This design comes from an exercise in tuning for small area, a short achievable clock period and few clock cycles per item on the open sky130 flow, not from production work. Where RTL was checked, it was by simulation tests only, not by an equivalence proof against the original. Function not checked in runs 1 and 3: the RTL went through the layout flow alone. Power figures rest on the tool's default switching activity, not on a simulated workload.

==> design/flow/design.v <==
module ws_arith (
    input  wire        clk,
    input  wire        rst,
    input  wire        in_valid,
    output wire        in_ready,
    input  wire [1:0]  in_op,
    input  wire        in_w8,
    input  wire [31:0] in_a,
    input  wire [31:0] in_b,
    output wire        out_valid,
    input  wire        out_ready,
    output wire [31:0] out_data
);
    localparam OP_SCALE = 2'd0;
    localparam OP_ENC   = 2'd1;
    localparam OP_DEC   = 2'd2;
    localparam [31:0] QNAN   = 32'h7FC00000;
    localparam [31:0] F32767 = 32'h46FFFE00;   
    localparam [31:0] F127   = 32'h42FE0000;   
    localparam U_PRE  = 3'b000;    
    localparam U_IT   = 3'b001;    
    localparam U_IDLE = 3'b100;
    localparam U_RND  = 3'b110;    
    localparam U_CHK  = 3'b111;    
    localparam K_ZERO = 2'd0;
    localparam K_INF  = 2'd1;
    localparam K_NAN  = 2'd2;
    reg [2:0]  us;
    reg [1:0]  u_op;
    reg        u_w8;
    reg        u_sgn;
    reg        fx_nan, fx_inf, fx_zero;    
    reg        fy_nan, fy_inf, fy_zero;    
    reg        fk_zero;
    reg [24:0] R;        
    reg [23:0] D;        
    reg [24:0] Q;        
    reg signed [9:0] W;  
    reg        lead;     
    reg        spec;     
    reg [4:0]  cnt;      
    reg        neg;      
    reg        seen;     
    reg        dinv;     
    reg        aen;      
    reg        rdy;      
    reg        g1, g2, st;   
    reg        ov;
    reg [31:0] od;
    reg        oc;
    reg        qv;
    reg [31:0] oq;
    assign out_valid = qv;
    assign out_data  = oq;
    wire [31:0] lx = in_a;
    wire        l_scl = (in_op == OP_SCALE);
    wire [7:0]  lxe = lx[30:23];
    wire [7:0]  lbe = in_b[30:23];
    wire lx_nan  = (lxe == 8'hFF) && (lx[22:0] != 23'd0);
    wire ly_nan  = !l_scl && (lbe == 8'hFF) && (in_b[22:0] != 23'd0);
    wire lx_inf  = (lx[30:0] == 31'h7F800000);
    wire ly_inf  = !l_scl && (in_b[30:0] == 31'h7F800000);
    wire lx_zero = (lx[30:0] == 31'd0);
    wire ly_zero = !l_scl && (in_b[30:0] == 31'd0);
    wire [15:0] lk = in_w8 ? {{8{in_a[7]}}, in_a[7:0]} : in_a[15:0];
    wire lk_zero = (lk == 16'd0);
    wire l_div  = !in_op[1];
    wire l_dec  = (in_op == OP_DEC);
    wire [23:0] lxm = (lxe != 8'd0) ? {1'b1, lx[22:0]} : {lx[22:0], 1'b0};
    wire [23:0] lbm = (lbe != 8'd0) ? {1'b1, in_b[22:0]} : {in_b[22:0], 1'b0};
    wire [23:0] lym = l_scl ? (in_w8 ? 24'hFE0000 : 24'hFFFE00) : lbm;
    wire signed [9:0] lw_enc = $signed({2'b00, lxe}) - $signed({2'b00, lbe}) + 10'sd127;
    wire signed [9:0] lw_scl = $signed({2'b00, lxe}) - (in_w8 ? 10'sd6 : 10'sd14);
    wire signed [9:0] lw_ld  = (in_op == OP_SCALE) ? lw_scl :
                               (in_op == OP_ENC)   ? lw_enc : $signed({2'b00, lbe});
    wire l_sgn = (l_dec ? lk[15] : lx[31]) ^ (in_b[31] && !l_scl);
    wire u_div = !u_op[1];
    wire u_enc = (u_op == OP_ENC);
    wire u_dec = (u_op == OP_DEC);
    wire sp_nan = u_dec ? (fy_nan || (fy_inf && fk_zero))
                        : (fx_nan || fy_nan || (fx_inf && fy_inf) || (fx_zero && fy_zero));
    wire sp_inf = u_dec ? fy_inf : (fx_inf || fy_zero);
    wire sp_any = (u_op == 2'd3) ||
                  (u_dec ? (fy_nan || fy_inf || fk_zero || fy_zero)
                         : (fx_nan || fy_nan || fx_inf || fy_inf || fx_zero || fy_zero));
    wire [23:0] addend = D & {24{aen}};
    wire [25:0] sum    = {1'b0, R} + {1'b0, dinv, addend} + {25'd0, dinv};
    wire        qb     = sum[25];                        
    wire [24:0] rsel   = (u_div && !qb) ? R : sum[24:0];
    wire [24:0] r_div  = {rsel[23:0], 1'b0};
    wire [24:0] r_mul  = {1'b0, sum[24:1]};
    wire [9:0]  w_dn   = W - 10'sd1;
    wire [9:0]  w_up   = W + 10'sd1;
    wire w_ge143 = (W >= 10'sd143);
    wire w_ge127 = (W >= 10'sd127);
    wire w_eq126 = (W == 10'sd126);
    wire w_le124 = (W <= 10'sd124);
    reg  e_fin, e_inc, e_sat, e_chk;
    always @* begin
        e_fin = 1'b0; e_inc = 1'b0; e_sat = 1'b0; e_chk = 1'b0;
        if (w_ge143) begin
            if (qb) begin e_fin = 1'b1; e_sat = 1'b1; end
        end else if (w_ge127) begin
        end else if (w_eq126) begin
            if (qb) begin e_fin = 1'b1; e_inc = 1'b1; end
        end else if (!lead) begin
            if (w_le124 || !qb) e_fin = 1'b1;            
        end else if (spec) begin
            if (cnt == 5'd2) begin
                if (qb) begin e_fin = 1'b1; e_inc = 1'b1; end
            end else if (cnt == 5'd1) begin
                if (qb) e_chk = 1'b1; else e_fin = 1'b1;
            end else begin
                if (!qb) e_fin = 1'b1;
            end
        end else begin
            if (!qb) e_fin = 1'b1;
            else if (cnt == 5'd1) begin e_fin = 1'b1; e_inc = 1'b1; end
        end
    end
    wire s_done = Q[23] || (W == -10'sd23);
    wire k_done = neg ? ((&Q[15:1]) && (seen || Q[0])) : !(|Q[15:1]);
    wire m_fin  = k_done && !W[9];       
    wire k_done_nx = neg ? ((&Q[15:2]) && (seen || Q[0] || Q[1])) : !(|Q[15:2]);
    wire lk_done   = lk[15] ? ((&lk[15:1]) && lk[0]) : !(|lk[15:1]);
    wire it_fin = u_enc ? e_fin : (u_op == OP_DEC) ? m_fin : 1'b0;
    wire [23:0] acc = r_mul[23:0];
    wire        g1n = sum[0];
    wire        stn = st | g2;
    reg  signed [9:0] f_e;
    reg  [22:0] f_m;
    reg         f_g, f_s;
    always @* begin
        if (us == U_RND) begin
            f_e = Q[24] ? (W + 10'sd25) : 10'sd0;
            f_m = Q[23:1];
            f_g = Q[0];
            f_s = |R;
        end else if (acc[23]) begin
            f_e = w_up;
            f_m = acc[22:0];
            f_g = g1n;
            f_s = g1 | stn;
        end else if (W >= 10'sd1) begin
            f_e = W;
            f_m = {acc[21:0], g1n};
            f_g = g1;
            f_s = stn;
        end else begin
            f_e = 10'sd0;
            f_m = acc[22:0];
            f_g = g1n;
            f_s = g1 | stn;
        end
    end
    wire        f_ovf = !f_e[9] && (f_e[8] || (&f_e[7:0]));
    wire [31:0] f_x   = f_ovf ? {u_sgn, 31'h7F800000} : {u_sgn, f_e[7:0], f_m};
    wire        f_c   = !f_ovf && f_g && (f_s || f_m[0]);
    wire        c_inc = (us == U_CHK) ? (|R) : e_inc;
    wire        c_sat = sp_any ? 1'b1 : e_sat;
    wire        c_big = c_sat || (u_w8 ? ((|Q[15:7]) || (c_inc && (&Q[6:0])))
                                       : (Q[15] || (c_inc && (&Q[14:0]))));
    wire [15:0] c_q   = c_big ? (u_w8 ? 16'd127 : 16'd32767) : Q[15:0];
    wire        c_i   = !c_big && c_inc;
    wire [31:0] c_x   = u_sgn ? {16'hFFFF, ~c_q} : {16'h0000, c_q};
    wire        c_c   = c_i ^ u_sgn;
    reg [31:0] res_x;
    reg        res_c;
    always @* begin
        res_c = 1'b0;
        if (sp_any) begin
            if (u_op == 2'd3)
                res_x = 32'd0;
            else if (sp_nan)
                res_x = u_enc ? 32'd0 : QNAN;
            else if (sp_inf) begin
                res_x = u_enc ? c_x : {u_sgn, 31'h7F800000};
                res_c = u_enc & c_c;
            end else
                res_x = {u_sgn & !u_op[0], 31'd0};    
        end else if (u_enc || us == U_CHK) begin
            res_x = c_x;
            res_c = c_c;
        end else begin
            res_x = f_x;
            res_c = f_c;
        end
    end
    wire xfer  = ov && (!qv || out_ready);
    wire oq_en = !qv || out_ready;
    wire stall = ov && qv;
    wire fin   = ((us == U_IT) && (it_fin || sp_any)) || ((us == U_PRE) && sp_any) ||
                 (us == U_RND) || (us == U_CHK);
    wire done  = fin && !stall;
    reg    irdy;
    assign in_ready = irdy;
    wire   load     = in_valid && in_ready;
    wire ov_n = !rst && (done || (ov && !xfer));
    wire qv_n = !rst && (xfer || (qv && !out_ready));
    reg  rdy_n;
    always @* begin
        rdy_n = rdy;
        if (rst)
            rdy_n = 1'b1;
        else if (load)
            rdy_n = (in_op == 2'd3) || ((in_op == OP_ENC) && lx_zero) ||
                    (l_dec && (lk_zero || (lym[23] && lk_done)));
        else if (done)
            rdy_n = 1'b1;
        else if (!stall) begin
            case (us)
                U_PRE:   rdy_n = (u_op == OP_DEC) && (D[22] ^ dinv) && k_done && !w_dn[9];
                U_IT:    rdy_n = (u_op == OP_DEC) ? (k_done_nx && !w_up[9])
                                                  : u_enc ? e_chk : s_done;
                default: ;
            endcase
        end
    end
    always @(posedge clk) begin
        ov   <= ov_n;
        qv   <= qv_n;
        rdy  <= rdy_n;
        irdy <= rdy_n && !(ov_n && qv_n);
        if (done) begin
            od <= res_x;
            oc <= res_c;
        end
        if (oq_en)
            oq <= od + {31'd0, oc};
    end
    always @(posedge clk) begin
        if (rst)
            us <= U_IDLE;
        else if (load)
            us <= !lym[23] ? U_PRE : U_IT;
        else if (done)
            us <= U_IDLE;
        else if (!stall) begin
            if (us == U_PRE && (D[22] ^ dinv))
                us <= U_IT;
            if (us == U_IT && u_enc && e_chk)
                us <= U_CHK;
            if (us == U_IT && u_op == OP_SCALE && s_done)
                us <= U_RND;
        end
    end
    always @(posedge clk) begin
        if (in_ready) begin
            u_op   <= in_op;
            u_w8   <= in_w8;
            u_sgn  <= l_sgn;
            fx_nan  <= lx_nan;
            fx_inf  <= lx_inf;
            fx_zero <= lx_zero;
            fy_nan  <= ly_nan;
            fy_inf  <= ly_inf;
            fy_zero <= ly_zero;
            fk_zero <= lk_zero;
            R      <= l_div ? {1'b0, lxm} : 25'd0;
            D      <= lym ^ {24{l_div}};
            dinv   <= l_div;
            aen    <= l_div | lk[0];
            Q      <= l_div ? 25'd0 : {9'd0, lk};
            W      <= lw_ld;
            lead   <= 1'b0;
            spec   <= 1'b0;
            neg    <= lk[15];
            seen   <= 1'b0;
            g1     <= 1'b0;
            g2     <= 1'b0;
            st     <= 1'b0;
        end else if (!stall) begin
            case (us)
                U_PRE: begin
                    D <= {D[22:0], dinv};
                    W <= u_div ? w_up : w_dn;
                end
                U_IT: begin
                    if (u_div) begin
                        R <= r_div;
                        W <= w_dn;
                        if (!u_enc || w_ge127) Q <= {Q[23:0], qb};
                        if (u_enc) begin
                            lead <= lead | qb;
                            cnt  <= (!lead && qb) ? 5'd24 : cnt - 5'd1;
                            if (!lead && qb && (W == 10'sd125)) spec <= 1'b1;
                        end
                    end else begin
                        R    <= r_mul;
                        W    <= w_up;
                        Q    <= {Q[24:16], Q[15], Q[15:1]};
                        seen <= seen | Q[0];
                        aen  <= Q[1] ^ (neg & (seen | Q[0]));
                        g1   <= g1n;
                        g2   <= g1;
                        st   <= stn;
                    end
                end
                default: ;
            endcase
        end
    end
endmodule
==> design/flow/run.sh <==
#!/bin/bash
# synth_recipe.tcl (not shown) runs the flow's synth.tcl, then flattens the netlist and writes it again
# the make line also repeats each setting of config.mk as NAME=value (left out here)
make -C /OpenROAD-flow-scripts/flow DESIGN_CONFIG=/design/flow/config.mk WORK_HOME=/design/flow/orfs CLKGATE_MAP_FILE= SYNTH_SCRIPT=/design/flow/synth_recipe.tcl finish
==> design/flow/config.mk <==
export PLATFORM = sky130hd
export DESIGN_NAME = ws_arith
export DESIGN_NICKNAME = ws_arith
export VERILOG_FILES = /design/flow/design.v
export SDC_FILE = /design/flow/constraint.sdc
export NUM_CORES = 4
export LEC_CHECK = 0
export ABC_AREA = 1
export CAP_MARGIN = 20
export CORE_MARGIN = 2
export CORE_UTILIZATION = 55
export SLEW_MARGIN = 20
==> design/flow/constraint.sdc <==
create_clock -name core_clock -period 17.0 [get_ports {clk}]
set_input_delay 3.4000 -clock core_clock [delete_from_list [all_inputs] [get_ports {clk}]]
set_output_delay 3.4000 -clock core_clock [all_outputs]
set_load 0.01 [all_outputs]
==> out/summary.log, run 1 <==
qor: outcome.run_status timing/DRC/antenna clean
qor: logic_synthesis.synth.distinct_cells 60
qor: critical_path.worst_setup_path_end_kind flip-flop
qor: timing.timing_hold_violations_final 0
qor: timing.worst_slew_pin_slew 1.07 ns
qor: timing.setup-tns-final 0 ns
qor: grt.grt_pass1_wl 67.7 mm
qor: clock_tree.cts_buffers 17
qor: placement.finalWeightedCongestion 0.975
qor: timing.timing_max_transition_violations_final 0
qor: power_and_ir_drop.power.switching_fraction 51.7%
qor: routing.routed_length_per_placed_instance 18.0 um
qor: final_layout.n_antenna_cell 0
qor: logic_synthesis.syn-mean-instance-area 7.32 um^2
qor: routing.routed-via-count 14100
qor: critical_path.cp.required 17.38 ns
qor: grt.grt_antenna_before_repair 0
qor: routing.postRouteWirelength 42.8 mm
qor: logic_synthesis.synth_compound_area_share 17.3%
qor: power_and_ir_drop.switchingPower 1760 uW
qor: timing.max_clock_freq 168 MHz
qor: final_layout.final_design_area_no_fill 0.0163 mm^2
qor: logic_synthesis.postSynthRegisterBits 181
qor: floorplanning.die_area 0.0274 mm^2
qor: floorplanning.area_of_the_core_region 0.0258 mm^2
qor: logic_synthesis.synth.yosys.seq_area_share 37.0%
qor: logic_synthesis.synth_nets 2082
qor: critical_path.worst-setup-path-type input pin to flip-flop
qor: logic_synthesis.synth_adder_area_share 4.52%
qor: grt.first_global_vias 13000
qor: logic_synthesis.ys.flop_type edfxtp_1
qor: timing.max-slew-margin-rel 28.8%
qor: power_and_ir_drop.p_int 1640 uW
qor: clock_tree.tritoncts yes
qor: power_and_ir_drop.clockPowerShare 12.5%
qor: clock_tree.post_cts.repair.setup_buffers 0
qor: critical_path.critPathBufInv 3
qor: routing.drtAntennaViolNets 0
qor: placement.dpl_cell_area 0.0156 mm^2
qor: grt.pin_count_of_the_biggest_net_entering_global_routing 55
qor: floorplanning.io-pin-count 105
qor: floorplanning.die_width 166 um
qor: critical_path.cp_slowest_cell nor4_1
qor: critical_path.crit_top_cell nand2_1
qor: logic_synthesis.syn-cell-area 0.0144 mm^2
qor: power_and_ir_drop.cellPowerDensity 209 mW/mm^2
qor: logic_synthesis.fraction_of_synthesis_flops_using_an_asynchronous_set_or_reset_pin 0%
qor: floorplanning.initial_standard_cell_utilization_of_the_core 55.5%
qor: critical_path.path_delay_family simple AND/OR/NAND/NOR gates
qor: power_and_ir_drop.power.static_leakage 0.00722 uW
qor: clock_tree.clockRootBuffer clkbuf_16
qor: floorplanning.chipHeight 166 um
qor: floorplanning.row_count 59
qor: logic_synthesis.post-synth-top-area-fraction 35.2%
qor: power_and_ir_drop.peakVddDrop 0.116 mV
qor: critical_path.worst_path_largest_cell_delay 0.73 ns
qor: final_layout.final_layout_size_suffix_gt1_share 4.79%
qor: logic_synthesis.post_synth_and_or_nand_nor_area_fraction 27.3%
qor: critical_path.cp_max_fo 9
qor: logic_synthesis.postSynthCellCount 1961
qor: placement.dp_hpwl 33.2 mm
qor: logic_synthesis.yosys.area_share.xor_xnor 4.70%
qor: timing.finalSetupViolCount 0
qor: critical_path.crit_chain clkdlybuf4s50_1, nand2_1, inv_1, a21oi_1, nand3_1, nor4_1, nand2_1, nand2_1, a21oi_1, nand2_1, nand2_1, nand2_1, o21ai_0, inv_1
qor: logic_synthesis.synth_area_leader_cell edfxtp_1
qor: logic_synthesis.yosys_warnings 1
qor: grt.grt_overflow_total 0
qor: critical_path.timing.critical_path.from_type input pin
qor: clock_tree.cts.clk_slew.worst_paths 0.08 ns
qor: logic_synthesis.count_of_flip_flops_with_a_built_in_enable_after_synthesis 168
qor: clock_tree.cts.htree.levels 4
qor: power_and_ir_drop.pwr-share-seq 28.1%
qor: grt.grtUsageTotal 31.8%
qor: placement.placement.io_buffers 104
qor: clock_tree.clock-sinks 181
qor: routing.drt-vias-per-instance 5.91
qor: clock_tree.max-clock-path-buffers 2
qor: logic_synthesis.largest_family_of_logic_cells_by_synthesized_area simple AND/OR/NAND/NOR gates
qor: clock_tree.cts_resized 0
qor: routing.initialDrtViolationCount 1763
qor: routing.firstDrtPassIters 6
qor: hold_path.type_of_the_worst_min_delay_path flip-flop to flip-flop
qor: logic_synthesis.yosys-mux-area-fraction 0.0698%
qor: clock_tree.insertion_delay 0.44 ns
qor: timing.post_route_minimum_period 5.96 ns
qor: timing.finalCritPeriodShare 35.0%
qor: logic_synthesis.synth.top_cells.by_area edfxtp_1 (35%), nand2_1 (13%), inv_1 (6.5%)
qor: final_layout.syn_to_final_growth 13.5%
qor: timing.rsz0062_at_grt no
qor: routing.drt_drc_violations_left 0
qor: clock_tree.ctsHoldBuffers 0
qor: critical_path.crit_arrival 6.33 ns
qor: power_and_ir_drop.combinationalPowerShare 59.4%
qor: flow_run.max_cap_viol_count 0
qor: final_layout.net_total_in_the_final_layout 2153
qor: timing.finClkSkew 0.0133 ns
==> state kept, by name (all words and copies together) (netlist names), 2 cells and up <==
register  flops
Q            25
u_op          2
D            24
od           32
us            3
cnt           5
oq           32
W            10
R            25
==> through the flow <==
| step | hold WS [ns] | power, uW | utilization [%] | cells | worst slack, ns |
|---|---|---|---|---|---|
| finish | 0.485 | 3400 | 63.0 | 2380 | 11.04 |
| global route | 0.515 | 3660 | 63.0 | 2380 | 10.99 |
| CTS | 0.480 | 3350 | 63.0 | 2380 | 11.22 |
| detailed placement | 0.468 | 2920 | 60.5 | 2348 | 10.81 |
| global placement | 0.457 | 2890 | 60.5 | 2347 | 10.87 |
| floorplan | 0.438 | 2310 | - | 1961 | 11.54 |
==> Yosys cell counts, drive strengths merged (3+ instances only) <==
cell / number
a21boi: 4
a21o: 5
a21oi: 133
a22oi: 9
a31oi: 6
and3: 3
buf: 19
clkbuf: 50
clkinv: 7
dfxtp: 13
edfxtp: 168
fa: 3
ha: 47
inv: 258
nand2: 523
nand3: 122
nand4: 54
nor2: 138
nor3: 26
nor4: 28
o211ai: 55
o21ai: 153
o21bai: 9
o221ai: 23
o22ai: 6
or2: 3
xnor2: 23
xor2: 54
==> cell families (layout without fill, tap and decap cells) <==
group | after synthesis | count (layout)
buffers and inverters | 334 | 418
AOI/OAI and AO/OA | 418 | 418
DFF | 181 | 181
xor gates and xnor gates | 77 | 77
and+or+nand+nor | 900 | 900
muxes | 1 | 1
adders and majority gates | 50 | 50
==> power groups by stage <==
stage / clock, uW / sequential [uW] / combinational, uW
final: 425 / 954 / 2020
after global routing: 443 / 982 / 2230
after CTS: 428 / 951 / 1970
after detailed placement: 0 / 959 / 1960
after global placement: 0 / 954 / 1940
after floorplan: 0 / 906 / 1400
==> final timing paths <==
path                                         from                 to  slack (ns)  cells past startpoint
worst min-delay path            spec$_SDFFE_PP0P_  spec$_SDFFE_PP0P_        0.48                      2
worst min register to register  spec$_SDFFE_PP0P_  spec$_SDFFE_PP0P_        0.48                      2
worst max register to register      aen$_DFFE_PP_       oc$_DFFE_PP_       12.07                     22
worst max-delay path                        in_w8       irdy$_DFF_P_       11.04                     14
==> cells in the final DEF, fill, tap and decap left out, types with 6 or more instances in the layout <==
cell type	instances
a21oi_1	131
a22oi_1	9
a31oi_1	6
buf_4	16
clkbuf_16	17
clkdlybuf4s50_1	104
clkinv_1	8
dfxtp_1	12
edfxtp_1	168
ha_1	47
inv_1	249
inv_2	8
nand2_1	508
nand2_2	10
nand3_1	115
nand3_2	7
nand4_1	54
nor2_1	135
nor3_1	23
nor4_1	28
o211ai_1	55
o21ai_0	138
o21ai_1	13
o21bai_1	8
o221ai_1	23
o22ai_1	6
xnor2_1	23
xor2_1	54
==> routing by layer <==
metal	track usage [%]	routed length (um)	vias up
met4	11.3	1280	0
met3	6.49	3700	94
li1	-	-	6853
met1	42.9	18300	6454
met2	50.7	19500	667
met5	0	0	-
==> worst reg2reg max path: cells and delay by family (launching register included) <==
kind | cells | cell delay (ns)
AOI/OAI and AO/OA | 4 | 0.64
and+or+nand+nor | 13 | 1.98
adders and majority gates | 2 | 0.95
buffers and inverters | 3 | 0.50
DFF | 1 | 0.70
==> final cells by class <==
cell class / instances / area, um^2
fill: 2445 / 9550
multi-input combinational: 1446 / 7750
sequential: 181 / 5310
timing repair buffer: 121 / 1180
inverter: 265 / 995
clock buffer: 17 / 425
tap: 335 / 419
clock inverter: 15 / 211
==> inputs of run 2 (changes only) <==
--- a/design/flow/design.v
+++ b/design/flow/design.v
@@ -63,16 +63,16 @@
     wire lx_zero = (lx[30:0] == 31'd0);
     wire ly_zero = !l_scl && (in_b[30:0] == 31'd0);
     wire [15:0] lk = in_w8 ? {{8{in_a[7]}}, in_a[7:0]} : in_a[15:0];
-    wire lk_zero = (lk == 16'd0);
+    wire lk_zero = in_w8 ? (in_a[7:0] == 8'd0) : (in_a[15:0] == 16'd0);
+    wire lk_one  = in_w8 ? ((in_a[7:1] == 7'd0) || (in_a[7:0] == 8'hFF))
+                         : ((in_a[15:1] == 15'd0) || (in_a[15:0] == 16'hFFFF));
     wire l_div  = !in_op[1];
     wire l_dec  = (in_op == OP_DEC);
-    wire [23:0] lxm = (lxe != 8'd0) ? {1'b1, lx[22:0]} : {lx[22:0], 1'b0};
-    wire [23:0] lbm = (lbe != 8'd0) ? {1'b1, in_b[22:0]} : {in_b[22:0], 1'b0};
+    wire [23:0] lxm  = {(lxe != 8'd0), lx[22:0]};
+    wire [23:0] lbm  = {(lbe != 8'd0), in_b[22:0]};
+    wire [7:0]  lxe1 = {lxe[7:1], lxe[0] | (lxe == 8'd0)};
+    wire [7:0]  lbe1 = {lbe[7:1], lbe[0] | (lbe == 8'd0)};
     wire [23:0] lym = l_scl ? (in_w8 ? 24'hFE0000 : 24'hFFFE00) : lbm;
-    wire signed [9:0] lw_enc = $signed({2'b00, lxe}) - $signed({2'b00, lbe}) + 10'sd127;
-    wire signed [9:0] lw_scl = $signed({2'b00, lxe}) - (in_w8 ? 10'sd6 : 10'sd14);
-    wire signed [9:0] lw_ld  = (in_op == OP_SCALE) ? lw_scl :
-                               (in_op == OP_ENC)   ? lw_enc : $signed({2'b00, lbe});
     wire l_sgn = (l_dec ? lk[15] : lx[31]) ^ (in_b[31] && !l_scl);
     wire u_div = !u_op[1];
     wire u_enc = (u_op == OP_ENC);
@@ -91,10 +91,12 @@
     wire [24:0] r_mul  = {1'b0, sum[24:1]};
     wire [9:0]  w_dn   = W - 10'sd1;
     wire [9:0]  w_up   = W + 10'sd1;
-    wire w_ge143 = (W >= 10'sd143);
-    wire w_ge127 = (W >= 10'sd127);
-    wire w_eq126 = (W == 10'sd126);
-    wire w_le124 = (W <= 10'sd124);
+    wire signed [9:0] Wt = u_enc ? (W - $signed({2'b00, Q[24:17]}) + 10'sd127) :
+                           (u_op == OP_SCALE) ? (W - (u_w8 ? 10'sd6 : 10'sd14)) : W;
+    wire w_ge143 = (Wt >= 10'sd143);
+    wire w_ge127 = (Wt >= 10'sd127);
+    wire w_eq126 = (Wt == 10'sd126);
+    wire w_le124 = (Wt <= 10'sd124);
     reg  e_fin, e_inc, e_sat, e_chk;
     always @* begin
         e_fin = 1'b0; e_inc = 1'b0; e_sat = 1'b0; e_chk = 1'b0;
@@ -118,7 +120,7 @@
             else if (cnt == 5'd1) begin e_fin = 1'b1; e_inc = 1'b1; end
         end
     end
-    wire s_done = Q[23] || (W == -10'sd23);
+    wire s_done = Q[23] || (Wt == -10'sd23);
     wire k_done = neg ? ((&Q[15:1]) && (seen || Q[0])) : !(|Q[15:1]);
     wire m_fin  = k_done && !W[9];       
     wire k_done_nx = neg ? ((&Q[15:2]) && (seen || Q[0] || Q[1])) : !(|Q[15:2]);
@@ -132,7 +134,7 @@
     reg         f_g, f_s;
     always @* begin
         if (us == U_RND) begin
-            f_e = Q[24] ? (W + 10'sd25) : 10'sd0;
+            f_e = Q[24] ? (Wt + 10'sd25) : 10'sd0;
             f_m = Q[23:1];
             f_g = Q[0];
             f_s = |R;
@@ -204,7 +206,7 @@
             rdy_n = 1'b1;
         else if (load)
             rdy_n = (in_op == 2'd3) || ((in_op == OP_ENC) && lx_zero) ||
-                    (l_dec && (lk_zero || (lym[23] && lk_done)));
+                    (l_dec && (lk_zero || (lbm[23] && lk_one)));
         else if (done)
             rdy_n = 1'b1;
         else if (!stall) begin
@@ -260,8 +262,8 @@
             D      <= lym ^ {24{l_div}};
             dinv   <= l_div;
             aen    <= l_div | lk[0];
-            Q      <= l_div ? 25'd0 : {9'd0, lk};
-            W      <= lw_ld;
+            Q      <= l_dec ? {9'd0, lk} : (in_op == OP_ENC) ? {lbe1, 17'd0} : 25'd0;
+            W      <= {2'b00, l_dec ? lbe1 : lxe1};
             lead   <= 1'b0;
             spec   <= 1'b0;
             neg    <= lk[15];
@@ -279,11 +281,14 @@
                     if (u_div) begin
                         R <= r_div;
                         W <= w_dn;
-                        if (!u_enc || w_ge127) Q <= {Q[23:0], qb};
+                        if (!u_enc)
+                            Q <= {Q[23:0], qb};
+                        else if (w_ge127)
+                            Q[15:0] <= {Q[14:0], qb};
                         if (u_enc) begin
                             lead <= lead | qb;
                             cnt  <= (!lead && qb) ? 5'd24 : cnt - 5'd1;
-                            if (!lead && qb && (W == 10'sd125)) spec <= 1'b1;
+                            if (!lead && qb && (Wt == 10'sd125)) spec <= 1'b1;
                         end
                     end else begin
                         R    <= r_mul;
--- a/design/flow/config.mk
+++ b/design/flow/config.mk
@@ -9,4 +9,4 @@
 export CAP_MARGIN = 20
 export CORE_MARGIN = 2
 export CORE_UTILIZATION = 55
-export SLEW_MARGIN = 20
+export SLEW_MARGIN = 60
==> run 2 against run 1 <==
Still clean on timing, DRC and antenna. Final cell count decreased by 0.63%. Cell area up 0.47%. Via count down 0.65%. Non-clock buffer count is 1 lower. Total power down 34%. Clock skew rose by 0.0052 ns. Register-to-register slack improved by 0.02 ns. Core utilization up 0.12 points. Hold slack worse by 0.0025 ns. Clock power is 2% lower. Largest power group unchanged.
==> out/summary.log, run 2 <==
qor: timing.finClkSkew 0.0185 ns [+0.00521 ns]
qor: critical_path.crit_top_cell inv_1
qor: logic_synthesis.synth_nets 2078 [-0.19%]
qor: routing.firstDrtPassIters 6 [unchanged]
qor: final_layout.largestRegisters od x32, oq x32
qor: logic_synthesis.ys.flop_type edfxtp_1
qor: logic_synthesis.synth_area_leader_cell edfxtp_1
qor: logic_synthesis.synth.yosys.seq_area_share 36.6% [-0.39 points]
qor: timing.setup-tns-final 0 ns [unchanged]
qor: timing.finalCritPeriodShare 31.3% [-3.7 points]
qor: clock_tree.cts_resized 0 [unchanged]
qor: clock_tree.insertion_delay 0.45 ns [about the same]
qor: timing.max_clock_freq 188 MHz [+12%]
qor: critical_path.worst-setup-path-type input pin to flip-flop
qor: grt.first_global_vias 13100 [+0.28%]
qor: clock_tree.clockRootBuffer clkbuf_16
qor: floorplanning.die_area 0.0276 mm^2 [+0.68%]
qor: critical_path.worst_setup_path_end_kind flip-flop
qor: clock_tree.tritoncts yes
qor: clock_tree.post_cts.repair.setup_buffers 0 [unchanged]
qor: placement.post-place-ws 11.26 ns [+0.453 ns]
qor: final_layout.layout.filler_cells 2353 [-3.8%]
qor: timing.worst_slew_pin_slew 0.587 ns [-0.479 ns]
qor: floorplanning.die_width 166 um [+0.34%]
qor: power_and_ir_drop.power.static_leakage 0.00726 uW [+0.60%]
qor: grt.grt_overflow_total 0 [unchanged]
qor: clock_tree.cts_buffers 17 [unchanged]
qor: routing.drt-vias-per-instance 5.91 [about the same]
qor: grt.grt_antenna_before_repair 0 [unchanged]
qor: critical_path.cp_max_fo 23 [+14]
qor: logic_synthesis.synth.top_cells.by_area edfxtp_1 (34%), nand2_1 (13%), inv_1 (6.3%)
qor: timing.finalSetupViolCount 0 [unchanged]
qor: final_layout.n_antenna_cell 0 [unchanged]
qor: placement.dp_hpwl 33.8 mm [+1.9%]
qor: logic_synthesis.yosys.cell_count.top_type nand2_1
qor: clock_tree.clock-sinks 181 [unchanged]
qor: final_layout.final_layout_size_suffix_gt1_share 7.39% [+2.6 points]
qor: floorplanning.io-pin-count 105 [unchanged]
qor: floorplanning.row_count 59 [unchanged]
qor: power_and_ir_drop.peakVddDrop 0.0763 mV [-34%]
qor: critical_path.worst_path_largest_cell_delay 0.43 ns [-0.30 ns]
qor: power_and_ir_drop.cellPowerDensity 137 mW/mm^2 [-34%]
qor: floorplanning.chipHeight 166 um [+0.34%]
qor: final_layout.final_design_area_no_fill 0.0164 mm^2 [+0.47%]
qor: outcome.run_status timing/DRC/antenna clean
qor: routing.routed-via-count 14000 [-0.65%]
qor: logic_synthesis.fraction_of_synthesis_flops_using_an_asynchronous_set_or_reset_pin 0% [unchanged]
qor: logic_synthesis.syn-mean-instance-area 7.43 um^2 [+1.5%]
qor: placement.finalWeightedCongestion 0.969 [-0.57%]
qor: routing.drtAntennaViolNets 0 [unchanged]
qor: logic_synthesis.postSynthRegisterBits 181 [unchanged]
qor: timing.post_route_minimum_period 5.32 ns [-0.635 ns]
qor: placement.dpl_cell_area 0.0157 mm^2 [+0.46%]
qor: logic_synthesis.post-synth-top-area-fraction 34.5% [-0.66 points]
qor: flow_run.max_cap_viol_count 0 [unchanged]
qor: critical_path.crit_arrival 5.60 ns [-0.73 ns]
qor: floorplanning.area_of_the_core_region 0.0259 mm^2 [+0.29%]
qor: timing.timing_max_transition_violations_final 0 [unchanged]
qor: logic_synthesis.synth.distinct_cells 68 [+13%]
qor: logic_synthesis.cell_types_with_the_highest_counts_after_synthesis nand2_1 (492), inv_1 (241), edfxtp_1 (166), nand3_1 (152), nor2_1 (146)
qor: critical_path.cp.required 17.28 ns [-0.10 ns]
qor: routing.drt_drc_violations_left 0 [unchanged]
qor: grt.pin_count_of_the_biggest_net_entering_global_routing 64 [+16%]
qor: final_layout.syn_to_final_growth 13.2%
qor: hold_path.type_of_the_worst_min_delay_path flip-flop to flip-flop
qor: timing.max-slew-margin-rel 60.6% [+32 points]
qor: clock_tree.cts.clk_slew.worst_paths 0.08 ns [about the same]
qor: grt.grt_pass1_wl 69.5 mm [+2.6%]
qor: logic_synthesis.count_of_flip_flops_with_a_built_in_enable_after_synthesis 166 [-1.2%]
qor: logic_synthesis.yosys_warnings 1 [unchanged]
qor: grt.grtUsageTotal 31.5% [-0.33 points]
qor: logic_synthesis.syn-cell-area 0.0145 mm^2 [+0.70%]
qor: timing.fin_hold_ws 0.482 ns [-0.00245 ns]
qor: final_layout.mostFrequentLayoutCells nand2_1 (492), inv_1 (238), edfxtp_1 (166)
qor: clock_tree.max-clock-path-buffers 2 [unchanged]
qor: clock_tree.cts.htree.levels 4 [unchanged]
qor: clock_tree.ctsHoldBuffers 0 [unchanged]
qor: floorplanning.initial_standard_cell_utilization_of_the_core 55.8% [+0.23 points]
qor: routing.postRouteWirelength 43.4 mm [+1.5%]
qor: routing.initialDrtViolationCount 1835 [+4.1%]
qor: timing.rsz0062_at_grt no
qor: routing.routed_length_per_placed_instance 18.4 um [+2.1%]
qor: critical_path.timing.critical_path.from_type input pin
qor: final_layout.finish.utilization 63.1% [+0.12 points]
qor: final_layout.final_common_cell nand2_1
qor: logic_synthesis.postSynthCellCount 1946 [-0.76%]
qor: placement.placement.io_buffers 104 [unchanged]
qor: timing.timing_hold_violations_final 0 [unchanged]
qor: timing.postLayoutSetupSlackWorst 11.68 ns [+0.635 ns]
qor: critical_path.cp_slowest_cell nor2_2
qor: critical_path.crit_chain buf_2, inv_1, nor2_2, inv_1, nor2_2, inv_1, o21ai_0
qor: final_layout.net_total_in_the_final_layout 2149 [-0.19%]
==> run 2: cell count changes after synthesis, moves of 7 or more <==
| cell | before | now |
|---|---|---|
| clkbuf_1 | 50 | 40 |
| inv_1 | 250 | 241 |
| nand2_1 | 508 | 492 |
| nor3_1 | 24 | 17 |
| o22ai_1 | 6 | 23 |
| o21ai_0 | 139 | 119 |
| ha_1 | 47 | 58 |
| inv_2 | 8 | 16 |
| xor2_1 | 54 | 45 |
| nor2_1 | 136 | 146 |
| a21oi_1 | 131 | 115 |
| nand3_1 | 115 | 152 |
| o211ai_1 | 55 | 21 |
==> run 2: layout make-up <==
| cell class | instances | area, um^2 | share of cell area (%) |
|---|---|---|---|
| sequential | 181 | 5290 | 32.3 |
| inverter | 263 | 997 | 6.09 |
| clock buffer | 17 | 425 | 2.60 |
| clock inverter | 15 | 203 | 1.24 |
| multi-input combinational | 1434 | 7880 | 48.1 |
| tap | 335 | 419 | 2.56 |
| timing repair buffer | 120 | 1160 | 7.07 |
==> run 2: path summary, 6_finish.rpt <==
kind	start	endpoint	slack (ns)	depth (start not counted)
min reg2reg	seen$_SDFFE_PP0P_	seen$_SDFFE_PP0P_	0.48	2
min	seen$_SDFFE_PP0P_	seen$_SDFFE_PP0P_	0.48	2
max	in_op[1]	Q[4]$_DFFE_PP_	11.68	7
max reg2reg	aen$_DFFE_PP_	od[23]$_DFFE_PP_	12.09	26
==> run 2: kinds of logic after synthesis <==
logic type / synth area share (%)
xor+xnor: 4.00
compound gates: 14.9
simple gates: 29.8
buf+inv: 9.33
fa+ha+maj: 5.44
flops: 36.6
==> run 2: per-layer routing <==
metal | wire length [um] | global-route usage, % | vias up | share of wire [%]
li1 | - | - | 6767 | -
met1 | 18300 | 43.3 | 6474 | 42
met2 | 20000 | 51.0 | 644 | 46
met3 | 3470 | 3.77 | 91 | 8.0
met4 | 1620 | 12.1 | 0 | 3.7
met5 | 0 | 0 | - | 0
==> run 2: worst max-delay path: cells and delay by family <==
family,cells,cell delay [ns]
buf+inv,4,1.14
compound gates,1,0.21
simple gates,2,0.84
==> run 2: where the power goes <==
group          switching (uW)  internal (uW)
Clock                     213            202
Combinational             765            379
Sequential               84.0            606
==> run 2: metrics by stage <==
stage | power [uW] | cells
after floorplan | 1470 | 1946
after global placement | 1790 | 2330
after detailed placement | 1810 | 2333
after CTS | 2220 | 2365
after global routing | 2410 | 2365
final | 2250 | 2365
Testbench counts of run 2, summed over its fixed seeds: cycles 21,142, items 3,936.
==> inputs of run 3 (changes only) <==
--- a/design/flow/design.v
+++ b/design/flow/design.v
@@ -206,7 +206,7 @@
             rdy_n = 1'b1;
         else if (load)
             rdy_n = (in_op == 2'd3) || ((in_op == OP_ENC) && lx_zero) ||
-                    (l_dec && (lk_zero || (lbm[23] && lk_one)));
+                    (l_dec && lk_zero);
         else if (done)
             rdy_n = 1'b1;
         else if (!stall) begin
==> run 3 against run 2 <==
Non-clock buffer count did not move. Hold slack got worse by 0.0092 ns. Sequential share of layout area rose by 0.60 points. Clock-buffer cell count unchanged. Global-route usage increased by 0.78 points. Via count fell by 1.6%. Total power down 0.69%. Final cell count shrank 1.2%. Critical path depth is the same.
==> out/summary.log, run 3 <==
qor: hold_path.worstHoldStart spec$_SDFFE_PP0P_
qor: final_layout.largestRegisters od x32, oq x32
qor: logic_synthesis.ys.flop_type edfxtp_1
qor: grt.grt_overflow_total 0 [unchanged]
qor: timing.finalCritPeriodShare 32.4% [+1.1 points]
qor: final_layout.syn_to_final_growth 14.0%
qor: logic_synthesis.postSynthCellCount 1925 [-1.1%]
qor: logic_synthesis.syn-mean-instance-area 7.32 um^2 [-1.4%]
qor: critical_path.worst_setup_path_end_kind flip-flop
qor: grt.first_global_vias 12500 [-4.5%]
qor: final_layout.area_of_combinational_cells_with_multiple_inputs 0.00764 mm^2 [-3.0%]
qor: floorplanning.chipHeight 164 um [-1.2%]
qor: critical_path.startpoint_of_the_worst_slack_reg_to_reg_timing_path aen$_DFFE_PP_
qor: placement.dpl_cell_area 0.0154 mm^2 [-2.0%]
qor: logic_synthesis.synth_nets 2057 [-1.0%]
qor: clock_tree.clock-sinks 181 [unchanged]
qor: grt.grt_pass1_wl 67.3 mm [-3.1%]
qor: floorplanning.die_area 0.0269 mm^2 [-2.4%]
qor: routing.drt_drc_violations_left 0 [unchanged]
qor: clock_tree.insertion_delay 0.45 ns [about the same]
qor: logic_synthesis.post-synth-top-area-fraction 35.4% [+0.87 points]
qor: critical_path.crit_chain buf_2, clkinv_1, nor2_2, inv_1, nor2_4, nand2_1, o221ai_1
qor: routing.firstDrtPassIters 6 [unchanged]
qor: clock_tree.ctsHoldBuffers 0 [unchanged]
qor: logic_synthesis.fraction_of_synthesis_flops_using_an_asynchronous_set_or_reset_pin 0% [unchanged]
qor: floorplanning.area_of_the_core_region 0.0252 mm^2 [-2.8%]
qor: timing.fin_hold_ws 0.473 ns [-0.00921 ns]
qor: logic_synthesis.synth.distinct_cells 58 [-15%]
qor: timing.max-slew-margin-rel 59.7% [-0.90 points]
qor: timing.worst_slew_pin_slew 0.603 ns [+0.0159 ns]
qor: power_and_ir_drop.peakVddDrop 0.0878 mV [+15%]
qor: critical_path.r2r_end od[20]$_DFFE_PP_
qor: routing.routed-via-count 13800 [-1.6%]
qor: floorplanning.row_count 58 [-1.7%]
qor: final_layout.mostFrequentLayoutCells nand2_1 (521), inv_1 (227), edfxtp_1 (166)
qor: logic_synthesis.cell_types_with_the_highest_counts_after_synthesis nand2_1 (523), inv_1 (232), edfxtp_1 (166), nand3_1 (155), nor2_1 (145)
qor: final_layout.final_design_area_no_fill 0.0161 mm^2 [-1.8%]
qor: timing.max_clock_freq 182 MHz [-3.3%]
qor: critical_path.cp.required 17.27 ns [about the same]
qor: logic_synthesis.count_of_flip_flops_with_a_built_in_enable_after_synthesis 166 [unchanged]
qor: final_layout.ff_latch_area 0.00529 mm^2 [unchanged]
qor: timing.timing_hold_violations_final 0 [unchanged]
qor: routing.drt-vias-per-instance 5.89 [-0.33%]
qor: clock_tree.max-clock-path-buffers 2 [unchanged]
qor: clock_tree.cts_buffers 17 [unchanged]
qor: clock_tree.cts.htree.levels 4 [unchanged]
qor: floorplanning.die_width 164 um [-1.2%]
qor: critical_path.cp-startpoint in_op[1]
qor: timing.post_route_minimum_period 5.51 ns [+0.183 ns]
qor: grt.grt_antenna_before_repair 0 [unchanged]
qor: critical_path.worst-setup-path-type input pin to flip-flop
qor: final_layout.net_total_in_the_final_layout 2125 [-1.1%]
qor: critical_path.cp_slowest_cell nor2_2
qor: logic_synthesis.postSynthRegisterBits 181 [unchanged]
qor: grt.grtUsageTotal 32.2% [+0.78 points]
qor: clock_tree.cts_resized 0 [unchanged]
qor: hold_path.hold-path-endpoint spec$_SDFFE_PP0P_
qor: logic_synthesis.synth.yosys.seq_area_share 37.5% [+0.92 points]
qor: hold_path.worst_hold_path.num_cells 2 [unchanged]
qor: floorplanning.initial_standard_cell_utilization_of_the_core 56.0% [+0.20 points]
qor: routing.postRouteWirelength 42.7 mm [-1.6%]
qor: logic_synthesis.yosys_warnings 1 [unchanged]
qor: routing.drtAntennaViolNets 0 [unchanged]
qor: clock_tree.tritoncts yes
qor: timing.timing_max_transition_violations_final 0 [unchanged]
qor: power_and_ir_drop.power.static_leakage 0.00711 uW [-2.1%]
qor: critical_path.worst-r2r-cell-count 24 [-7.7%]
qor: final_layout.final_common_cell nand2_1
qor: logic_synthesis.yosys.cell_count.top_type nand2_1
qor: hold_path.type_of_the_worst_min_delay_path flip-flop to flip-flop
qor: critical_path.crit_arrival 5.78 ns [+0.18 ns]
qor: placement.dp_hpwl 33.1 mm [-2.2%]
qor: power_and_ir_drop.cellPowerDensity 139 mW/mm^2 [+1.2%]
qor: logic_synthesis.syn-cell-area 0.0141 mm^2 [-2.5%]
qor: logic_synthesis.synth.top_cells.by_area edfxtp_1 (35%), nand2_1 (14%), inv_1 (6.2%)
qor: logic_synthesis.synth_area_leader_cell edfxtp_1
qor: critical_path.cp_max_fo 18 [-22%]
qor: timing.finalSetupViolCount 0 [unchanged]
qor: critical_path.worst_path_largest_cell_delay 0.58 ns [+0.15 ns]
qor: routing.routed_length_per_placed_instance 18.3 um [-0.37%]
qor: floorplanning.io-pin-count 105 [unchanged]
qor: placement.finalWeightedCongestion 0.974 [+0.55%]
qor: timing.setup-tns-final 0 ns [unchanged]
qor: routing.initialDrtViolationCount 1536 [-16%]
qor: timing.rsz0062_at_grt no
qor: final_layout.layout.filler_cells 2251 [-4.3%]
qor: clock_tree.post_cts.repair.setup_buffers 0 [unchanged]
qor: critical_path.timing.critical_path.from_type input pin
qor: final_layout.n_antenna_cell 0 [unchanged]
qor: critical_path.flop2flop_setup_slack 11.91 ns [-0.18 ns]
qor: outcome.run_status timing/DRC/antenna clean
qor: timing.finClkSkew 0.0145 ns [-0.00394 ns]
qor: flow_run.max_cap_viol_count 0 [unchanged]
qor: clock_tree.clockRootBuffer clkbuf_16
qor: placement.placement.io_buffers 104 [unchanged]
qor: final_layout.final_layout_size_suffix_gt1_share 4.59% [-2.8 points]
qor: clock_tree.cts.clk_slew.worst_paths 0.08 ns [about the same]
qor: grt.pin_count_of_the_biggest_net_entering_global_routing 83 [+30%]
==> run 3: cell count changes in the layout (fill, tap and decap cells not counted), moves of 8 or more <==
cell | before | now
nand2_1 | 492 | 521
a21oi_1 | 115 | 99
nand2_2 | 16 | 4
inv_1 | 238 | 227
nand3_2 | 12 | 1
inv_2 | 18 | 9
o21ai_0 | 118 | 109
o211ai_1 | 21 | 29
==> run 3: worst max path at each step <==
stage,depth (start not counted),endpoint
2_1_floorplan,7,W[0]$_DFFE_PP_
6_report,7,Q[12]$_DFFE_PP_
4_1_cts,7,Q[12]$_DFFE_PP_
5_1_grt,7,Q[12]$_DFFE_PP_
3_3_place_gp,6,W[0]$_DFFE_PP_
3_5_place_dp,6,W[0]$_DFFE_PP_
==> run 3: logic make-up after synthesis <==
family / share of synthesized area (%)
compound gates: 14.7
fa+ha+maj: 5.57
xor+xnor: 4.35
buf+inv: 8.72
flops: 37.5
simple gates: 29.2
==> run 3: area by class of cell <==
| class | count | area share [%] |
|---|---|---|
| Clock buffer | 17 | 2.65 |
| Clock inverter | 15 | 1.36 |
| Inverter | 243 | 5.71 |
| Multi-Input combinational cell | 1430 | 47.5 |
| Sequential cell | 181 | 32.9 |
| Tap cell | 330 | 2.57 |
| Timing Repair Buffer | 120 | 7.24 |
==> run 3: routing by layer <==
layer  track usage [%]  wire length [um]
met5                 0                 0
met4              13.0              1680
met3              3.51              3090
met2              51.2             19400
met1              45.1             18500
==> run 3: worst max-delay path: cells and delay by family <==
| family | cells | cell delay (ns) |
|---|---|---|
| buffers and inverters | 3 | 1.21 |
| AND/OR/NAND/NOR | 3 | 1.06 |
| AO/OA/AOI/OAI | 1 | 0.09 |
==> run 3: through the flow <==
| stage | utilization (%) | std cells | setup WS [ns] | power (uW) |
|---|---|---|---|---|
| 3_3_place_gp | 60.9 | 2301 | 9.67 | 1760 |
| 3_5_place_dp | 61.2 | 2304 | 10.92 | 1770 |
| 6_report | 63.8 | 2336 | 11.49 | 2230 |
| 5_1_grt | 63.8 | 2336 | 11.30 | 2380 |
| 4_1_cts | 63.7 | 2336 | 11.35 | 2200 |
| 2_1_floorplan | - | 1925 | 11.90 | 1440 |
==> run 3: power breakdown <==
part | total [uW] | switching (uW) | internal (uW) | leakage [uW]
sequential | 683 | 77.2 | 606 | 0.00185
clock | 436 | 207 | 229 | 0.000313
combinational | 1110 | 743 | 371 | 0.00495
total | 2230 | 1030 | 1210 | 0.00711
==> inputs of run 4 (changes only) <==
--- a/design/flow/design.v
+++ b/design/flow/design.v
@@ -206,7 +206,7 @@
             rdy_n = 1'b1;
         else if (load)
             rdy_n = (in_op == 2'd3) || ((in_op == OP_ENC) && lx_zero) ||
-                    (l_dec && lk_zero);
+                    (l_dec && (lk_zero || (lbm[23] && lk_one)));
         else if (done)
             rdy_n = 1'b1;
         else if (!stall) begin
--- a/design/flow/config.mk
+++ b/design/flow/config.mk
@@ -9,4 +9,4 @@
 export CAP_MARGIN = 20
 export CORE_MARGIN = 2
 export CORE_UTILIZATION = 55
-export SLEW_MARGIN = 60
+export SLEW_MARGIN = 20
==> run 4 against run 3 <==
Critical path depth stayed put. Flip-flop and latch count unchanged. First-iteration DRC count grew 23%. Hold slack improved by 0.011 ns. Synthesized area rose by 2.5%. Clock power fell by 5.0%. Cell area up 1.6%. Non-clock buffer count decreased by 2. Sequential power up 1%. Register-to-register slack worse by 0.02 ns.
==> out/summary.log, run 4 <==
qor: outcome.run_status timing/DRC/antenna clean
qor: critical_path.cp.required 17.28 ns [about the same]
qor: routing.postRouteWirelength 43.3 mm [+1.3%]
qor: critical_path.crit_arrival 6.88 ns [+1.10 ns]
qor: floorplanning.io-pin-count 105 [unchanged]
qor: power_and_ir_drop.cellPowerDensity 137 mW/mm^2 [-1.1%]
qor: logic_synthesis.synth.yosys.seq_area_share 36.6% [-0.92 points]
qor: placement.placement.io_buffers 104 [unchanged]
qor: clock_tree.ctsHoldBuffers 0 [unchanged]
qor: clock_tree.max-clock-path-buffers 2 [unchanged]
qor: timing.max_clock_freq 151 MHz [-17%]
qor: logic_synthesis.syn-cell-area 0.0145 mm^2 [+2.5%]
qor: hold_path.worstHoldStart st$_SDFFE_PP0P_
qor: timing.max-slew-margin-rel 25.1% [-35 points]
qor: critical_path.critPathBufInv 4 [+1]
qor: final_layout.ff_latch_area 0.00529 mm^2 [unchanged]
qor: grt.grt_antenna_before_repair 0 [unchanged]
qor: floorplanning.area_of_the_core_region 0.0259 mm^2 [+2.9%]
qor: logic_synthesis.post-synth-top-area-fraction 34.5% [-0.87 points]
qor: power_and_ir_drop.power.switching_fraction 47.1% [+1.1 points]
qor: timing.finalCritPeriodShare 38.8% [+6.5 points]
qor: routing.firstDrtPassIters 6 [unchanged]
qor: power_and_ir_drop.switchingPower 1060 uW [+2.9%]
qor: final_layout.net_total_in_the_final_layout 2147 [+1.0%]
qor: grt.grt_overflow_total 0 [unchanged]
qor: timing.worst_slew_pin_slew 1.11 ns [+0.511 ns]
qor: critical_path.cp_max_fo 23 [+5]
qor: power_and_ir_drop.combinationalPowerShare 50.7% [+0.8 points]
qor: floorplanning.die_area 0.0276 mm^2 [+2.5%]
qor: hold_path.worst_hold_path.num_cells 2 [unchanged]
qor: floorplanning.die_width 166 um [+1.2%]
qor: clock_tree.cts.htree.levels 4 [unchanged]
qor: final_layout.final_design_area_no_fill 0.0163 mm^2 [+1.6%]
qor: timing.setup-tns-final 0 ns [unchanged]
qor: timing.timing_max_transition_violations_final 0 [unchanged]
qor: placement.post-place-ws 10.01 ns [-0.908 ns]
qor: floorplanning.chipHeight 166 um [+1.2%]
qor: routing.drt-vias-per-instance 5.88 [-0.14%]
qor: final_layout.layout.filler_cells 2352 [+4.5%]
qor: logic_synthesis.yosys.cell_count.top_type nand2_1
qor: logic_synthesis.yosys_warnings 1 [unchanged]
qor: critical_path.path_delay_family buffers and inverters
qor: clock_tree.clockRootBuffer clkbuf_16
qor: grt.grtUsageTotal 31.3% [-0.95 points]
qor: hold_path.hold-path-endpoint st$_SDFFE_PP0P_
qor: timing.rsz0062_at_grt no
qor: placement.finalWeightedCongestion 0.969 [-0.54%]
qor: critical_path.cp_slowest_cell clkdlybuf4s50_1
qor: logic_synthesis.fraction_of_synthesis_flops_using_an_asynchronous_set_or_reset_pin 0% [unchanged]
qor: logic_synthesis.synth.distinct_cells 68 [+17%]
qor: critical_path.cp-startpoint in_op[1]
qor: routing.routed-via-count 13900 [+1.0%]
qor: flow_run.max_cap_viol_count 0 [unchanged]
qor: critical_path.r2r_end od[23]$_DFFE_PP_
qor: clock_tree.cts_resized 0 [unchanged]
qor: timing.fin_hold_ws 0.484 ns [+0.0108 ns]
qor: final_layout.final_layout_size_suffix_gt1_share 6.66% [+2.1 points]
qor: final_layout.final_common_cell nand2_1
qor: power_and_ir_drop.peakVddDrop 0.0725 mV [-17%]
qor: clock_tree.tritoncts yes
qor: final_layout.largestRegisters od x32, oq x32
qor: critical_path.worst-r2r-cell-count 26 [+8.3%]
qor: clock_tree.cts_buffers 17 [unchanged]
qor: power_and_ir_drop.p_int 1190 uW [-1.7%]
qor: power_and_ir_drop.total_power 2240 uW [+0.44%]
qor: placement.dp_hpwl 33.8 mm [+2.2%]
qor: grt.grt_pass1_wl 68.9 mm [+2.4%]
qor: hold_path.type_of_the_worst_min_delay_path flip-flop to flip-flop
qor: critical_path.crit_chain clkdlybuf4s50_1, inv_1, nor2_1, inv_1, nor2_1, inv_1, o21ai_0
qor: final_layout.area_of_combinational_cells_with_multiple_inputs 0.00783 mm^2 [+2.5%]
qor: floorplanning.row_count 59 [+1.7%]
qor: clock_tree.insertion_delay 0.44 ns [about the same]
qor: power_and_ir_drop.clockPowerShare 18.5% [-1.0 points]
qor: critical_path.worst_path_largest_cell_delay 1.03 ns [+0.45 ns]
qor: critical_path.crit_top_cell inv_1
qor: critical_path.worst_setup_path_end_kind flip-flop
qor: clock_tree.cts.clk_slew.worst_paths 0.08 ns [about the same]
qor: routing.drtAntennaViolNets 0 [unchanged]
qor: final_layout.mostFrequentLayoutCells nand2_1 (492), inv_1 (241), edfxtp_1 (166)
qor: critical_path.worst-setup-path-type input pin to flip-flop
qor: logic_synthesis.syn-mean-instance-area 7.43 um^2 [+1.4%]
qor: logic_synthesis.postSynthRegisterBits 181 [unchanged]
qor: timing.finalSetupViolCount 0 [unchanged]
qor: logic_synthesis.count_of_flip_flops_with_a_built_in_enable_after_synthesis 166 [unchanged]
qor: final_layout.n_antenna_cell 0 [unchanged]
qor: logic_synthesis.cell_types_with_the_highest_counts_after_synthesis nand2_1 (492), inv_1 (241), edfxtp_1 (166), nand3_1 (152), nor2_1 (146)
qor: floorplanning.initial_standard_cell_utilization_of_the_core 55.8% [-0.20 points]
qor: grt.first_global_vias 13000 [+4.0%]
qor: timing.finClkSkew 0.0174 ns [+0.00291 ns]
qor: clock_tree.post_cts.repair.setup_buffers 0 [unchanged]
qor: critical_path.startpoint_of_the_worst_slack_reg_to_reg_timing_path aen$_DFFE_PP_
qor: grt.pin_count_of_the_biggest_net_entering_global_routing 64 [-23%]
qor: timing.post_route_minimum_period 6.60 ns [+1.10 ns]
qor: placement.dpl_cell_area 0.0157 mm^2 [+1.7%]
qor: routing.initialDrtViolationCount 1882 [+23%]
qor: routing.routed_length_per_placed_instance 18.3 um [+0.18%]
qor: critical_path.timing.critical_path.from_type input pin
qor: logic_synthesis.ys.flop_type edfxtp_1
qor: logic_synthesis.postSynthCellCount 1946 [+1.1%]
qor: logic_synthesis.synth_area_leader_cell edfxtp_1
qor: clock_tree.clock-sinks 181 [unchanged]
qor: power_and_ir_drop.pwr-share-seq 30.8% [+0.2 points]
qor: logic_synthesis.synth.top_cells.by_area edfxtp_1 (34%), nand2_1 (13%), inv_1 (6.3%)
qor: timing.postLayoutSetupSlackWorst 10.40 ns [-1.10 ns]
qor: routing.drt_drc_violations_left 0 [unchanged]
qor: timing.timing_hold_violations_final 0 [unchanged]
qor: final_layout.syn_to_final_growth 12.9%
qor: logic_synthesis.synth_nets 2078 [+1.0%]
qor: critical_path.flop2flop_setup_slack 11.89 ns [-0.02 ns]
qor: power_and_ir_drop.power.static_leakage 0.00726 uW [+2.0%]
run 4: final cells by class:
class	count	area share (%)
multi-input combinational	1434	48.0
tap	335	2.57
clock buffer	17	2.61
sequential	181	32.4
timing repair buffer	118	7.15
inverter	263	6.10
clock inverter	15	1.21
run 4: per-layer routing:
metal  GRT usage (%)  share of wire [%]  vias to the layer above
li1                -                  -                     6762
met1            42.2                 42                     6344
met2            51.2                 46                      693
met3            4.41                8.1                       99
met4            12.2                3.8                        0
met5               0                  0                        -
run 4: power by group through the flow:
stage	clock, uW	combinational (uW)	sequential (uW)
floorplan	0	796	671
global placement	0	1100	699
detailed placement	0	1110	699
CTS	417	1110	690
global route	436	1260	704
finish	414	1140	691
run 4: cell families (layout without fill, tap and decap cells):
| logic type | after synthesis | count (layout) | share of synthesized area, % |
|---|---|---|---|
| adder cells (fa/ha/maj) | 61 | 61 | 5.44 |
| AND/OR/NAND/NOR | 946 | 946 | 29.8 |
| AO/OA/AOI/OAI | 361 | 361 | 14.9 |
| flip-flops | 181 | 181 | 36.6 |
| XOR/XNOR | 66 | 66 | 4.00 |
| buffers and inverters | 331 | 413 | 9.33 |
run 4: tightest hold or removal path: cells and delay by family, from the launching register on:
family             cells  cell delay (ns)
DFF                    1             0.34
and+or+nand+nor        1             0.07
AOI/OAI and AO/OA      1             0.04
run 4: worst max path at each step:
stage / to / cells past startpoint
after global placement: Q[0]$_DFFE_PP_ / 7
after floorplan: irdy$_DFF_P_ / 11
final: Q[4]$_DFFE_PP_ / 7
after detailed placement: Q[4]$_DFFE_PP_ / 7
after global routing: Q[5]$_DFFE_PP_ / 7
after CTS: Q[4]$_DFFE_PP_ / 7
run 4: metrics by stage:
stage,cells,utilization [%]
final,2363,63.0
after global routing,2363,63.0
after CTS,2362,62.9
after detailed placement,2330,60.5
after global placement,2330,60.5
after floorplan,1946,-
Testbench counts of run 4, summed over its fixed seeds: cycles 21,142, items 3,936.
==> inputs of run 5 (changes only) <==
--- a/design/flow/config.mk
+++ b/design/flow/config.mk
@@ -6,7 +6,7 @@
 export NUM_CORES = 4
 export LEC_CHECK = 0
 export ABC_AREA = 1
-export CAP_MARGIN = 20
+export CAP_MARGIN = 50
 export CORE_MARGIN = 2
 export CORE_UTILIZATION = 55
-export SLEW_MARGIN = 20
+export SLEW_MARGIN = 80
==> run 5 against run 4 <==
Still clean. Clock skew about the same. Fmax increased by 28%. Clock power about the same. First-iteration DRC count decreased by 6.3%. Worst setup slack improved by 1.4 ns. Sequential share of layout area decreased by 1.9 points. Synthesized area unchanged. Global-route usage increased by 0.29 points. Core utilization increased by 4.0 points. Routed wire length increased by 2.1%. Critical path type unchanged. Critical endpoint is now irdy$_DFF_P_. Largest power group unchanged.
==> out/summary.log, run 5 <==
qor: timing.finalCritPeriodShare 30.4% [-8.4 points]
qor: timing.timing_hold_violations_final 0 [unchanged]
qor: critical_path.crit_arrival 5.54 ns [-1.34 ns]
qor: routing.routed-via-count 14200 [+2.1%]
qor: floorplanning.die_width 166 um [unchanged]
qor: hold_path.type_of_the_worst_min_delay_path flip-flop to flip-flop
qor: critical_path.critPathBufInv 3 [-1]
qor: critical_path.cp_max_fo 3 [-87%]
qor: outcome.run_status timing/DRC/antenna clean
qor: timing.rsz0062_at_grt no
qor: routing.postRouteWirelength 44.2 mm [+2.1%]
qor: critical_path.worst-r2r-cell-count 29 [+12%]
qor: critical_path.timing.critical_path.depth 12 [+5]
qor: grt.grt_overflow_total 0 [unchanged]
qor: critical_path.worst_setup_path_end_kind flip-flop
qor: logic_synthesis.synth_area_leader_cell edfxtp_1
qor: placement.dp_hpwl 34.5 mm [+2.2%]
qor: grt.grt_antenna_before_repair 0 [unchanged]
qor: logic_synthesis.synth.yosys.seq_area_share 36.6% [unchanged]
qor: placement.placement.io_buffers 104 [unchanged]
qor: routing.initialDrtViolationCount 1764 [-6.3%]
qor: logic_synthesis.cell_types_with_the_highest_counts_after_synthesis nand2_1 (492), inv_1 (241), edfxtp_1 (166), nand3_1 (152), nor2_1 (146)
qor: floorplanning.die_area 0.0276 mm^2 [unchanged]
qor: final_layout.final_common_cell nand2_1
qor: placement.placed_cells 2378 [+2.1%]
qor: critical_path.timing.critical_path.from_type input pin
qor: timing.finClkSkew 0.0178 ns [+0.000315 ns]
qor: final_layout.final-instance-count-excl-fill 2415 [+2.2%]
qor: clock_tree.clockRootBuffer clkbuf_16
qor: logic_synthesis.ys.flop_type edfxtp_1
qor: logic_synthesis.fraction_of_synthesis_flops_using_an_asynchronous_set_or_reset_pin 0% [unchanged]
qor: routing.drt_drc_violations_left 0 [unchanged]
qor: critical_path.flop2flop_setup_slack 12.08 ns [+0.19 ns]
qor: floorplanning.row_count 59 [unchanged]
qor: grt.grt_pass1_wl 69.7 mm [+1.1%]
qor: clock_tree.cts_buffers 17 [unchanged]
qor: critical_path.path_delay_family simple AND/OR/NAND/NOR gates
qor: timing.max_clock_freq 193 MHz [+28%]
qor: timing.worst_slew_pin_slew 0.322 ns [-0.792 ns]
qor: logic_synthesis.synth.distinct_cells 68 [unchanged]
qor: critical_path.crit_chain clkdlybuf4s50_1, inv_1, nand4_1, nor4_4, inv_1, nor2_1, nand4_1, nor2_1, o21ai_0, nand2_1, o21ai_1, a21oi_1
qor: routing.firstDrtPassIters 8 [+2]
qor: logic_synthesis.post-synth-top-area-fraction 34.5% [unchanged]
qor: clock_tree.post_cts.repair.setup_buffers 0 [unchanged]
qor: routing.drtAntennaViolNets 0 [unchanged]
qor: power_and_ir_drop.peakVddDrop 0.0754 mV [+3.9%]
qor: floorplanning.io-pin-count 105 [unchanged]
qor: logic_synthesis.syn-mean-instance-area 7.43 um^2 [unchanged]
qor: timing.finalSetupViolCount 0 [unchanged]
qor: critical_path.worst-setup-path-type input pin to flip-flop
qor: logic_synthesis.yosys_warnings 1 [unchanged]
qor: critical_path.cp.required 17.37 ns [+0.09 ns]
qor: final_layout.largestRegisters od x32, oq x32
qor: routing.drt-vias-per-instance 5.88 [about the same]
qor: logic_synthesis.synth_nets 2078 [unchanged]
qor: clock_tree.ctsHoldBuffers 0 [unchanged]
qor: grt.grtUsageTotal 31.6% [+0.29 points]
qor: final_layout.final_layout_size_suffix_gt1_share 12.7% [+6.0 points]
qor: logic_synthesis.yosys.cell_count.top_type nand2_1
qor: logic_synthesis.syn-cell-area 0.0145 mm^2 [unchanged]
qor: timing.timing_max_transition_violations_final 0 [unchanged]
qor: floorplanning.chipHeight 166 um [unchanged]
qor: final_layout.mostFrequentLayoutCells nand2_1 (486), inv_1 (229), edfxtp_1 (166)
qor: floorplanning.initial_standard_cell_utilization_of_the_core 55.8% [unchanged]
qor: timing.fin_hold_ws 0.480 ns [-0.00418 ns]
qor: final_layout.syn_to_final_growth 20.2%
qor: floorplanning.area_of_the_core_region 0.0259 mm^2 [unchanged]
qor: logic_synthesis.postSynthCellCount 1946 [unchanged]
qor: hold_path.worst_hold_path.num_cells 2 [unchanged]
qor: clock_tree.tritoncts yes
qor: flow_run.max_cap_viol_count 0 [unchanged]
qor: final_layout.n_antenna_cell 0 [unchanged]
qor: clock_tree.max-clock-path-buffers 2 [unchanged]
qor: logic_synthesis.postSynthRegisterBits 181 [unchanged]
qor: final_layout.net_total_in_the_final_layout 2199 [+2.4%]
qor: grt.first_global_vias 13300 [+2.2%]
qor: clock_tree.cts.clk_slew.worst_paths 0.08 ns [about the same]
qor: grt.pin_count_of_the_biggest_net_entering_global_routing 37 [-42%]
qor: placement.finalWeightedCongestion 0.969 [unchanged]
qor: timing.post_route_minimum_period 5.17 ns [-1.44 ns]
qor: clock_tree.cts.htree.levels 4 [unchanged]
qor: power_and_ir_drop.power.static_leakage 0.00760 uW [+4.8%]
qor: clock_tree.clock-sinks 181 [unchanged]
qor: timing.setup-tns-final 0 ns [unchanged]
qor: power_and_ir_drop.cellPowerDensity 136 mW/mm^2 [-0.82%]
qor: routing.routed_length_per_placed_instance 18.3 um [-0.11%]
qor: logic_synthesis.count_of_flip_flops_with_a_built_in_enable_after_synthesis 166 [unchanged]
qor: timing.max-slew-margin-rel 78.5% [+53 points]
qor: clock_tree.cts_resized 0 [unchanged]
qor: logic_synthesis.synth.top_cells.by_area edfxtp_1 (34%), nand2_1 (13%), inv_1 (6.3%)
qor: critical_path.cp_slowest_cell clkdlybuf4s50_1
qor: critical_path.worst_path_largest_cell_delay 0.42 ns [-0.61 ns]
qor: clock_tree.insertion_delay 0.45 ns [about the same]
## run 5: per-stage QoR
step | worst slack, ns | utilization [%] | power (uW) | area [um^2]
6_report | 11.83 | 67.0 | 2370 | 17400
5_1_grt | 11.78 | 67.0 | 2520 | 17400
4_1_cts | 11.89 | 66.1 | 2310 | 17100
3_5_place_dp | 11.45 | 63.7 | 1900 | 16500
3_3_place_gp | 10.08 | 60.5 | 1790 | 15700
2_1_floorplan | 12.33 | - | 1470 | 14500
## run 5: layout make-up
class                      instances  area, um^2
fill                            2201        8550
multi-input combinational       1434        8390
timing repair buffer             170        1620
sequential                       181        5290
clock inverter                    15         200
tap                              335         419
inverter                         263        1020
clock buffer                      17         425
## run 5: worst paths after layout
| kind | end | startpoint |
|---|---|---|
| setup / recovery | irdy$_DFF_P_ | in_a[5] |
| hold / removal | seen$_SDFFE_PP0P_ | seen$_SDFFE_PP0P_ |
| setup reg to reg | od[0]$_DFFE_PP_ | aen$_DFFE_PP_ |
| hold reg to reg | seen$_SDFFE_PP0P_ | seen$_SDFFE_PP0P_ |
## run 5: where the power goes
group          leakage, uW  switching, uW  internal [uW]
sequential         0.00185           74.6            606
combinational      0.00546            825            445
clock             0.000298            214            203
## run 5: metal layers
metal	global-route usage (%)	vias to the layer above	share of wire, %
li1	-	6871	-
met1	41.5	6513	41
met2	51.3	699	47
met3	5.58	108	8.9
met4	13.9	0	4.0
met5	0	-	0
## run 5: kinds of logic after synthesis
group | Yosys count | synth area share (%)
AND/OR/NAND/NOR | 946 | 29.8
XOR/XNOR | 66 | 4.00
AO/OA/AOI/OAI | 361 | 14.9
flip-flops | 181 | 36.6
buffers and inverters | 331 | 9.33
adder cells (fa/ha/maj) | 61 | 5.44
## run 5: worst min-delay path, stage by stage (launching register included)
cell     delay (ns)
dfxtp_1        0.33
a21oi_1        0.04
nor2_1         0.07

==> re-timing with driven ports <==
No port has a modelled driver above. Below, the same layouts with a new extraction and two added sets of constraints.
Step 1 sets driving cells, clkbuf_16 on the clock port and buf_2 on the other inputs (assumed; they add their load-dependent delay and slew).
Step 2, shift: input delay + t, output delay - t, t = (earliest + latest rising clock arrival at the registers) / 2. This alone moves slack from input paths to output paths.
Three values: ideal, step 1, step 2; two values: the first two.
run	shift t [ns]	setup slack, ns	hold slack, ns	latest minus earliest clock arrival (ns)	worst slew at a driven data input, ns
run 1	0.488	11.042 / 11.073 / 10.585	0.485 / 0.485 / 0.485	0.013 / 0.013	0.04
run 2	0.490	11.677 / 11.706 / 11.215	0.482 / 0.482 / 0.482	0.018 / 0.019	0.04
run 3	0.490	11.494 / 11.517 / 11.027	0.473 / 0.473 / 0.473	0.015 / 0.015	0.04
run 4	0.485	10.396 / 10.419 / 9.934	0.484 / 0.484 / 0.484	0.018 / 0.018	0.04
run 5	0.492	11.832 / 11.853 / 11.361	0.480 / 0.480 / 0.480	0.018 / 0.018	0.04
After both steps every run listed still meets setup and hold. The setup slack of run 5, which loses most, moves by +0.021 ns with the drivers and by -0.471 ns with both steps.
